Source: an optimization exercise on an open RTL-to-GDS flow (aim: small area, a short achievable clock period and few clock cycles). Production flows keep margins and buffers that such runs may drop. In this exercise RTL edits were held to simulation tests only and were not proved equivalent to the original. No activity file was given, so power comes from the tool's default toggle rates.

==> design.v <==
module midi_framer (
  input  wire       clk,
  input  wire       rst,         
  input  wire       ev_valid,
  output wire       ev_ready,
  input  wire       ev_idle,     
  input  wire [7:0] ev_byte,
  output wire       wr_valid,
  input  wire       wr_ready,
  output wire [7:0] wr_addr,
  output wire [7:0] wr_data
);
  localparam [7:0] MIXER_ADDR = 8'h07;
  localparam [7:0] MIXER_VAL  = 8'h38;
  localparam [7:0] LEVEL_MAX  = 8'h0F;
  localparam [7:0] SILENCE    = 8'h00;
  localparam       TICK_W     = 16;
  localparam [TICK_W-1:0] WD_INTERVAL = 1000;
  localparam [TICK_W-1:0] WD_TIMEOUT  = 4000;
  function [7:0] level_addr(input [1:0] i);
    level_addr = 8'h08 + {6'd0, i};
  endfunction
  function [7:0] flsb_addr(input [1:0] i);
    flsb_addr = {5'd0, i, 1'b0};
  endfunction
  function [7:0] fmsb_addr(input [1:0] i);
    fmsb_addr = {5'd0, i, 1'b1};
  endfunction
  function [11:0] ftab(input [6:0] n);
    case (n)
      7'd0: ftab = 12'h000;
      7'd1: ftab = 12'h000;
      7'd2: ftab = 12'h000;
      7'd3: ftab = 12'h000;
      7'd4: ftab = 12'h000;
      7'd5: ftab = 12'h000;
      7'd6: ftab = 12'h000;
      7'd7: ftab = 12'h000;
      7'd8: ftab = 12'h000;
      7'd9: ftab = 12'h000;
      7'd10: ftab = 12'h000;
      7'd11: ftab = 12'h000;
      7'd12: ftab = 12'h000;
      7'd13: ftab = 12'h000;
      7'd14: ftab = 12'h000;
      7'd15: ftab = 12'h000;
      7'd16: ftab = 12'h000;
      7'd17: ftab = 12'h000;
      7'd18: ftab = 12'h000;
      7'd19: ftab = 12'h000;
      7'd20: ftab = 12'h000;
      7'd21: ftab = 12'h000;
      7'd22: ftab = 12'hF72;
      7'd23: ftab = 12'hE94;
      7'd24: ftab = 12'hDC3;
      7'd25: ftab = 12'hCFD;
      7'd26: ftab = 12'hC42;
      7'd27: ftab = 12'hB92;
      7'd28: ftab = 12'hAEC;
      7'd29: ftab = 12'hA4F;
      7'd30: ftab = 12'h9BB;
      7'd31: ftab = 12'h92F;
      7'd32: ftab = 12'h8AB;
      7'd33: ftab = 12'h82F;
      7'd34: ftab = 12'h7B9;
      7'd35: ftab = 12'h74A;
      7'd36: ftab = 12'h6E1;
      7'd37: ftab = 12'h67E;
      7'd38: ftab = 12'h621;
      7'd39: ftab = 12'h5C9;
      7'd40: ftab = 12'h576;
      7'd41: ftab = 12'h527;
      7'd42: ftab = 12'h4DD;
      7'd43: ftab = 12'h498;
      7'd44: ftab = 12'h456;
      7'd45: ftab = 12'h417;
      7'd46: ftab = 12'h3DC;
      7'd47: ftab = 12'h3A5;
      7'd48: ftab = 12'h371;
      7'd49: ftab = 12'h33F;
      7'd50: ftab = 12'h311;
      7'd51: ftab = 12'h2E5;
      7'd52: ftab = 12'h2BB;
      7'd53: ftab = 12'h294;
      7'd54: ftab = 12'h26F;
      7'd55: ftab = 12'h24C;
      7'd56: ftab = 12'h22B;
      7'd57: ftab = 12'h20C;
      7'd58: ftab = 12'h1EE;
      7'd59: ftab = 12'h1D3;
      7'd60: ftab = 12'h1B8;
      7'd61: ftab = 12'h1A0;
      7'd62: ftab = 12'h188;
      7'd63: ftab = 12'h172;
      7'd64: ftab = 12'h15D;
      7'd65: ftab = 12'h14A;
      7'd66: ftab = 12'h137;
      7'd67: ftab = 12'h126;
      7'd68: ftab = 12'h115;
      7'd69: ftab = 12'h106;
      7'd70: ftab = 12'h0F7;
      7'd71: ftab = 12'h0E9;
      7'd72: ftab = 12'h0DC;
      7'd73: ftab = 12'h0D0;
      7'd74: ftab = 12'h0C4;
      7'd75: ftab = 12'h0B9;
      7'd76: ftab = 12'h0AF;
      7'd77: ftab = 12'h0A5;
      7'd78: ftab = 12'h09C;
      7'd79: ftab = 12'h093;
      7'd80: ftab = 12'h08B;
      7'd81: ftab = 12'h083;
      7'd82: ftab = 12'h07C;
      7'd83: ftab = 12'h075;
      7'd84: ftab = 12'h06E;
      7'd85: ftab = 12'h068;
      7'd86: ftab = 12'h062;
      7'd87: ftab = 12'h05D;
      7'd88: ftab = 12'h057;
      7'd89: ftab = 12'h052;
      7'd90: ftab = 12'h04E;
      7'd91: ftab = 12'h049;
      7'd92: ftab = 12'h045;
      7'd93: ftab = 12'h041;
      7'd94: ftab = 12'h03E;
      7'd95: ftab = 12'h03A;
      7'd96: ftab = 12'h037;
      7'd97: ftab = 12'h034;
      7'd98: ftab = 12'h031;
      7'd99: ftab = 12'h02E;
      7'd100: ftab = 12'h02C;
      7'd101: ftab = 12'h029;
      7'd102: ftab = 12'h027;
      7'd103: ftab = 12'h025;
      7'd104: ftab = 12'h023;
      7'd105: ftab = 12'h021;
      7'd106: ftab = 12'h01F;
      7'd107: ftab = 12'h01D;
      7'd108: ftab = 12'h01C;
      7'd109: ftab = 12'h01A;
      7'd110: ftab = 12'h019;
      7'd111: ftab = 12'h017;
      7'd112: ftab = 12'h016;
      7'd113: ftab = 12'h015;
      7'd114: ftab = 12'h013;
      7'd115: ftab = 12'h012;
      7'd116: ftab = 12'h011;
      7'd117: ftab = 12'h010;
      7'd118: ftab = 12'h00F;
      7'd119: ftab = 12'h00F;
      7'd120: ftab = 12'h00E;
      7'd121: ftab = 12'h00D;
      7'd122: ftab = 12'h00C;
      7'd123: ftab = 12'h00C;
      7'd124: ftab = 12'h00B;
      7'd125: ftab = 12'h00A;
      7'd126: ftab = 12'h00A;
      7'd127: ftab = 12'h009;
      default: ftab = 12'h000;
    endcase
  endfunction
  reg              f_st_valid;
  reg  [7:0]       f_st;
  reg              f_cnt;
  reg  [6:0]       f_note;
  reg  [6:0]       f_vel;
  reg  [6:0]       v_note [0:2];
  reg  [TICK_W-1:0] v_t0   [0:2];
  reg  [TICK_W-1:0] tick;
  reg  [7:0]       q_addr [0:3];
  reg  [7:0]       q_data [0:3];
  reg  [2:0]       q_cnt;
  assign ev_ready = (q_cnt == 3'd0);
  assign wr_valid = (q_cnt != 3'd0);
  assign wr_addr  = q_addr[0];
  assign wr_data  = q_data[0];
  reg              n_st_valid;
  reg  [7:0]       n_st;
  reg              n_cnt;
  reg  [6:0]       n_note;
  reg  [6:0]       n_vel;
  reg  [6:0]       n_v_note [0:2];
  reg  [TICK_W-1:0] n_v_t0   [0:2];
  reg  [TICK_W-1:0] n_tick;
  reg  [7:0]       w_addr [0:3];
  reg  [7:0]       w_data [0:3];
  reg  [2:0]       w_cnt;
  reg  [1:0]       sel;
  reg              sel_found;
  reg  [11:0]      period;
  reg  [6:0]       d_note;
  reg  [6:0]       d_vel;
  integer          k;
  task emit(input [7:0] a, input [7:0] d);
    begin
      w_addr[w_cnt[1:0]] = a;
      w_data[w_cnt[1:0]] = d;
      w_cnt = w_cnt + 3'd1;
    end
  endtask
  task release_note(input [6:0] n);
    begin
      sel_found = 1'b0;
      sel = 2'd0;
      for (k = 2; k >= 0; k = k - 1)
        if (n_v_note[k] == n) begin
          sel_found = 1'b1;
          sel = k[1:0];
        end
      if (sel_found) begin
        emit(level_addr(sel), SILENCE);
        n_v_note[sel] = 7'd0;
        n_v_t0[sel]   = {TICK_W{1'b0}};
      end
    end
  endtask
  task allocate(input [6:0] n, input [6:0] v);
    begin
      if (v == 7'd0) begin
        release_note(n);
      end else begin
        sel_found = 1'b0;
        sel = 2'd0;
        for (k = 2; k >= 0; k = k - 1)
          if (n_v_note[k] == 7'd0) begin
            sel_found = 1'b1;
            sel = k[1:0];
          end
        for (k = 2; k >= 0; k = k - 1)
          if (n_v_note[k] == n) begin
            sel_found = 1'b1;
            sel = k[1:0];
          end
        if (sel_found) begin
          period = ftab(n);
          emit(level_addr(sel), LEVEL_MAX);
          emit(flsb_addr(sel), period[7:0]);
          emit(fmsb_addr(sel), {4'd0, period[11:8]});
          n_v_note[sel] = n;
          n_v_t0[sel]   = tick;
        end
      end
    end
  endtask
  always @* begin
    n_st_valid = f_st_valid;
    n_st       = f_st;
    n_cnt      = f_cnt;
    n_note     = f_note;
    n_vel      = f_vel;
    n_tick     = tick;
    for (k = 0; k < 3; k = k + 1) begin
      n_v_note[k] = v_note[k];
      n_v_t0[k]   = v_t0[k];
    end
    for (k = 0; k < 4; k = k + 1) begin
      w_addr[k] = 8'd0;
      w_data[k] = 8'd0;
    end
    w_cnt     = 3'd0;
    sel       = 2'd0;
    sel_found = 1'b0;
    period    = 12'd0;
    d_note    = 7'd0;
    d_vel     = 7'd0;
    if (ev_idle) begin
      n_tick = tick + 1'b1;
      if (n_tick % WD_INTERVAL == 0) begin
        for (k = 0; k < 3; k = k + 1) begin
          if (n_v_note[k] != 7'd0 && (n_tick - n_v_t0[k]) >= WD_TIMEOUT) begin
            emit(level_addr(k[1:0]), SILENCE);
            n_v_note[k] = 7'd0;
            n_v_t0[k]   = {TICK_W{1'b0}};
          end
        end
      end
    end else if (ev_byte[7]) begin
      n_st_valid = 1'b1;
      n_st       = ev_byte;
      n_cnt      = 1'b0;
      n_note     = 7'd0;
      n_vel      = 7'd0;
    end else if (!f_st_valid) begin
    end else if (!f_cnt) begin
      n_note = ev_byte[6:0];
      n_cnt  = 1'b1;
    end else begin
      d_note = f_note;
      d_vel  = ev_byte[6:0];
      emit(MIXER_ADDR, MIXER_VAL);
      if (f_st == 8'h85)
        emit({1'b0, d_note}, {1'b0, d_vel});
      else if (f_st[7:4] == 4'h9)
        allocate(d_note, d_vel);
      else if (f_st[7:4] == 4'h8)
        release_note(d_note);
      n_cnt  = 1'b0;
      n_note = 7'd0;
      n_vel  = 7'd0;
    end
  end
  wire ev_fire = ev_valid && ev_ready;
  wire wr_fire = wr_valid && wr_ready;
  always @(posedge clk) begin
    if (rst) begin
      f_st_valid <= 1'b0;
      f_st       <= 8'd0;
      f_cnt      <= 1'b0;
      f_note     <= 7'd0;
      f_vel      <= 7'd0;
      tick       <= {TICK_W{1'b0}};
      for (k = 0; k < 3; k = k + 1) begin
        v_note[k] <= 7'd0;
        v_t0[k]   <= {TICK_W{1'b0}};
      end
      for (k = 0; k < 4; k = k + 1) begin
        q_addr[k] <= 8'd0;
        q_data[k] <= 8'd0;
      end
      q_cnt <= 3'd0;
    end else if (ev_fire) begin
      f_st_valid <= n_st_valid;
      f_st       <= n_st;
      f_cnt      <= n_cnt;
      f_note     <= n_note;
      f_vel      <= n_vel;
      tick       <= n_tick;
      for (k = 0; k < 3; k = k + 1) begin
        v_note[k] <= n_v_note[k];
        v_t0[k]   <= n_v_t0[k];
      end
      for (k = 0; k < 4; k = k + 1) begin
        q_addr[k] <= w_addr[k];
        q_data[k] <= w_data[k];
      end
      q_cnt <= w_cnt;
    end else if (wr_fire) begin
      for (k = 0; k < 3; k = k + 1) begin
        q_addr[k] <= q_addr[k+1];
        q_data[k] <= q_data[k+1];
      end
      q_cnt <= q_cnt - 3'd1;
    end
  end
endmodule
==> run.sh <==
#!/bin/bash
# synth_recipe.tcl (not shown) runs the flow's synth.tcl, then flattens the netlist and writes it again
# the make line also repeats each setting of config.mk as NAME=value (left out here)
make -C /OpenROAD-flow-scripts/flow DESIGN_CONFIG=/design/flow/config.mk WORK_HOME=/design/flow/orfs CLKGATE_MAP_FILE= SYNTH_SCRIPT=/design/flow/synth_recipe.tcl finish
==> config.mk <==
export PLATFORM = sky130hd
export DESIGN_NAME = midi_framer
export DESIGN_NICKNAME = midi_framer
export VERILOG_FILES = /design/flow/design.v
export SDC_FILE = /design/flow/constraint.sdc
export NUM_CORES = 4
export LEC_CHECK = 0
export CAP_MARGIN = 20
export CORE_MARGIN = 2
export CORE_UTILIZATION = 40
export SLEW_MARGIN = 20
==> constraint.sdc <==
create_clock -name core_clock -period 10.0 [get_ports {clk}]
set_input_delay 2.0000 -clock core_clock [delete_from_list [all_inputs] [get_ports {clk}]]
set_output_delay 2.0000 -clock core_clock [all_outputs]
set_load 0.01 [all_outputs]
==> run notes <==
critical path, stage by stage (launching register included):
cell and delay [ps]:
dfxtp_1 590, nand3_1 440, nor4_2 550, o22a_1 250, and3_1 160, ha_1 220, nand2b_1 190, o21ai_0 110
a41oi_1 160, o2bb2ai_2 330, xnor2_1 220, and2_1 280, a211oi_2 140, a211oi_2 400, or3b_1 400, a311oi_2 380
o21ai_1 270, a31oi_2 440, nor4_2 130, or3_1 340, a211o_1 310, a311oi_2 380, o211a_1 310, and3_1 180
buf_4 370, o31ai_1 140
registers in the layout (all words and copies together) (netlist names), named ones only:
| name | flops |
|---|---|
| f_cnt | 1 |
| f_note | 7 |
| f_st | 8 |
| q_addr | 22 |
| q_cnt | 3 |
| q_data | 28 |
| tick | 16 |
| v_note | 21 |
| v_t0 | 48 |
Yosys cell counts, types with 26 or more instances:
cell / n
a211oi_1: 26
a21oi_1: 100
a22oi_1: 27
clkbuf_1: 102
dfxtp_1: 166
ha_1: 65
inv_1: 123
nand2_1: 144
nand3_1: 60
nor2_1: 155
nor3_1: 32
o21ai_0: 82
o32a_1: 46
o41ai_1: 44
xnor2_1: 58
xor2_1: 28
placed cells by master (no fill, tap or decap), types with 8 or more instances in the layout:
| master | Yosys | final |
|---|---|---|
| clkdlybuf4s50_1 | 0 | 28 |
| xnor2_1 | 58 | 58 |
| a311oi_1 | 8 | 8 |
| dfxtp_1 | 166 | 166 |
| nor4_1 | 18 | 18 |
| clkbuf_16 | 0 | 17 |
| a211oi_1 | 26 | 25 |
| nand2b_1 | 14 | 14 |
| a31oi_1 | 23 | 23 |
| nor3_1 | 32 | 30 |
| a21o_1 | 10 | 10 |
| o21bai_1 | 8 | 8 |
| o41ai_1 | 44 | 44 |
| nor2b_1 | 13 | 13 |
| o31ai_2 | 21 | 21 |
| nand4_1 | 19 | 19 |
| a21oi_1 | 100 | 99 |
| or3_1 | 10 | 10 |
| ha_1 | 65 | 65 |
| o32a_1 | 46 | 46 |
| a22oi_1 | 27 | 27 |
| o21a_1 | 22 | 22 |
| a2111oi_0 | 9 | 9 |
| and2_1 | 13 | 13 |
| mux2i_1 | 9 | 9 |
| buf_4 | 5 | 21 |
| o211ai_1 | 16 | 16 |
| nand3_1 | 60 | 60 |
| clkinv_8 | 0 | 8 |
| o21ai_0 | 82 | 81 |
| inv_1 | 123 | 123 |
| xor2_1 | 28 | 28 |
| and3_1 | 16 | 16 |
| nor2_1 | 155 | 155 |
| nand2_1 | 144 | 144 |
| o22ai_1 | 21 | 21 |
cells by family (layout without fill, tap and decap cells):
family                     Yosys count  in the layout  share of synthesized area
other                                1              1                   0.000293
muxes                               13             13                     0.0111
DFF                                166            166                      0.260
adders and majority gates           71             71                     0.0707
xor gates and xnor gates            86             86                     0.0589
and+or+nand+nor                    524            524                      0.198
AOI/OAI and AO/OA                  547            547                      0.322
buffers and inverters              254            209                     0.0794
power breakdown:
part	total, W	internal (W)	switching, W
Combinational	0.000942	0.000361	0.000581
Sequential	0.000793	0.000743	0.0000496
Clock	0.000685	0.000342	0.000342
final timing paths:
check                    end  slack, ps  cells past startpoint
setup / recovery  v_t0[2][4]       2160                     25
hold / removal       f_st[2]        460                      2
setup reg to reg  v_t0[2][4]       2160                     25
hold reg to reg      f_st[2]        460                      2
final cells by class:
class / count / area [µm²]
Fill cell: 3181 / 17700
Multi-Input combinational cell: 1242 / 8480
Sequential cell: 166 / 3320
Tap cell: 402 / 503
Inverter: 127 / 477
Timing Repair Buffer: 50 / 449
Clock buffer: 17 / 425
Clock inverter: 15 / 203
metal layers:
metal  up-vias  global-route usage
li1       6023                   -
met1      5950               0.322
met2       399               0.372
met3        61              0.0264
met4         0              0.0720
met5         -                   0
metrics by stage:
step | hold slack (ps) | worst slack (ps) | instance area, µm² | total power [W]
after floorplan | 432 | 3330 | 12800 | 0.00147
after global placement | 444 | 2460 | 13200 | 0.00173
after detailed placement | 445 | 2280 | 13200 | 0.00174
after CTS | 458 | 2210 | 13900 | 0.00242
after global routing | 477 | 1460 | 13900 | 0.00256
final | 458 | 2160 | 13900 | 0.00242
==> metrics.md <==
| Metric | Value |
|---|---|
| Largest net degree at the start of global routing | 99 |
| Starting DRT DRC Count | 1034 |
| Row Count | 65 |
| Met3 wire len | roughly 2100 µm |
| Post-synth top area share | 0.260 |
| Max VDD drop | between 0.0001 and 0.00015 V |
| Synth area leader | dfxtp_1 |
| Status | finished clean |
| Slew Viols, Final | 0 |
| Post-Route WL | ~39000 µm |
| Die Area | 33400 µm² |
| Leakage power | around 4.9 nW |
| DR vias | 12400 |
| Setup Skew | ~13 ps |
| Postcts setup bufs | 0 |
| Tmin final | 7840 ps |
| Drc violations | 0 |
| Fraction of registers with async set/reset | 0 |
| Worst relative slew slack | 0.244 |
| Mapped Area | 12800 µm² |
| Clk root buf | clkbuf_16 |
| Warnings, synthesis | 9 |
| Final worst path period share | 0.784 |
| I/O Pins | 31 |
| Mapped Cells | 1662 |
| Max Cap Viol | 0 |
| Clock slew at reported path FFs | 80 ps |
| Detailed Routing Iterations Pass 1 | 6 |
| Critical Path Start | tick[7] |
| Max Clk Rate | 127 MHz |
| RR Startpoint | tick[7] |
| Wire length per cell | 19.3 µm |
| Inserted Diodes | 0 |
| Hold-fix buffers at CTS | 0 |
| Htree depth | 4 |
| Pwr per Cell Area | 175 nW/µm² |
| Gr usage total | 0.230 |
| First-pass GRT wire length | 62300 µm |
| Via density | 6.16 |
| Initial Utilization | 0.405 |
| Antenna violations before repair | 0 |
| Clock sinks | ~170 |
| Fin Setup TNS | 0 ps |
| Placer Congestion | between 0.9 and 1 |
| Req. time, crit path | 10310 ps |
| Maximum fanout along the worst path | 23 |
| Nets | 1685 |
| Synth unique cells | 97 |
| P&R area growth vs syn | 8.31% |
| Final ANT Viol Nets | 0 |
| RSZ-0062 raised after global routing | no |
| Crit path kind | flip-flop to flip-flop |
| HP Start | f_st[2] |
| CTS tree | yes |
| Die width | 183 µm |
| DP HPWL | 27400 µm |
| Clock Tree Buf Depth | 2 |
| Mapped Avg Cell Area | a little under 8 µm² |
| Top routing layer in use | met4 |
| Post-Place Cells | 1987 |
| Worst path arrival time | 8150 ps |
| Layout Cells excl Fill | 2019 |
| Number of enable flip-flop cells after synthesis | 0 |
| Worst-margin pin slew | around 1100 ps |
| Finished Core Util | 0.439 |
| Setup crit end kind | flip-flop |
| Setup violators final | 0 |
| Die H | 183 µm |
| Hold Path Class | flip-flop to flip-flop |
| Post-CTS Resized | 0 |
| Fraction of layout cells with a size suffix above 1 | 0.0767 |
| Num CTS Buffers | 17 |
| Wire length on met1 | 18200 µm |
| Seq cells post-synth | 166 |
| Metal2 WL | about 18000 µm |
| Number of global-route vias before repair | 11500 |
| Top post-synthesis cells by area | dfxtp_1 (26%), ha_1 (6.4%), nor2_1 (4.5%) |
| Worst skew pair latency | between 400 and 500 ps |
| Seq/Total Area, Yosys | 0.260 |
| Final Hold Viols | 0 |
| Core area | 31600 µm² |
| Post-synth top flop | dfxtp_1 |
| Grt total ovfl | 0 |
| Syn Nets | around 1700 |
| PortBufs | 29 |
| Worst setup SP type | flip-flop |
Testbench counts, summed over its fixed seeds: cycles 254,300.

[separate check: timing with driven ports]
No port has a modelled driver above. Below, the same layout with a new extraction and two added sets of constraints.
Step 1: set_driving_cell puts a clkbuf_16 on clk and a buf_2 on each other input, an assumption about the parent block.
Step 2 adds t to the input delays and takes it off the output delays; t is the mean of the earliest and latest rising clock arrival at the registers after step 1. Input paths then give back, and output paths get back, about the clock's delay inside the block.
Three values: ideal ports, drivers, drivers and shift; two values: the first two.
t, ns: 0.490
setup WS [ns]: 2.157 / 2.157 / 2.157
worst hold slack (ns): 0.458 / 0.458 / 0.458
worst setup path after step 2: register to register
worst slew at a driven data input, ns: 0.11
After both steps this run still meets setup and hold. The setup slack of this run moves by 0.000 ns with the drivers and by 0.000 ns with both steps.
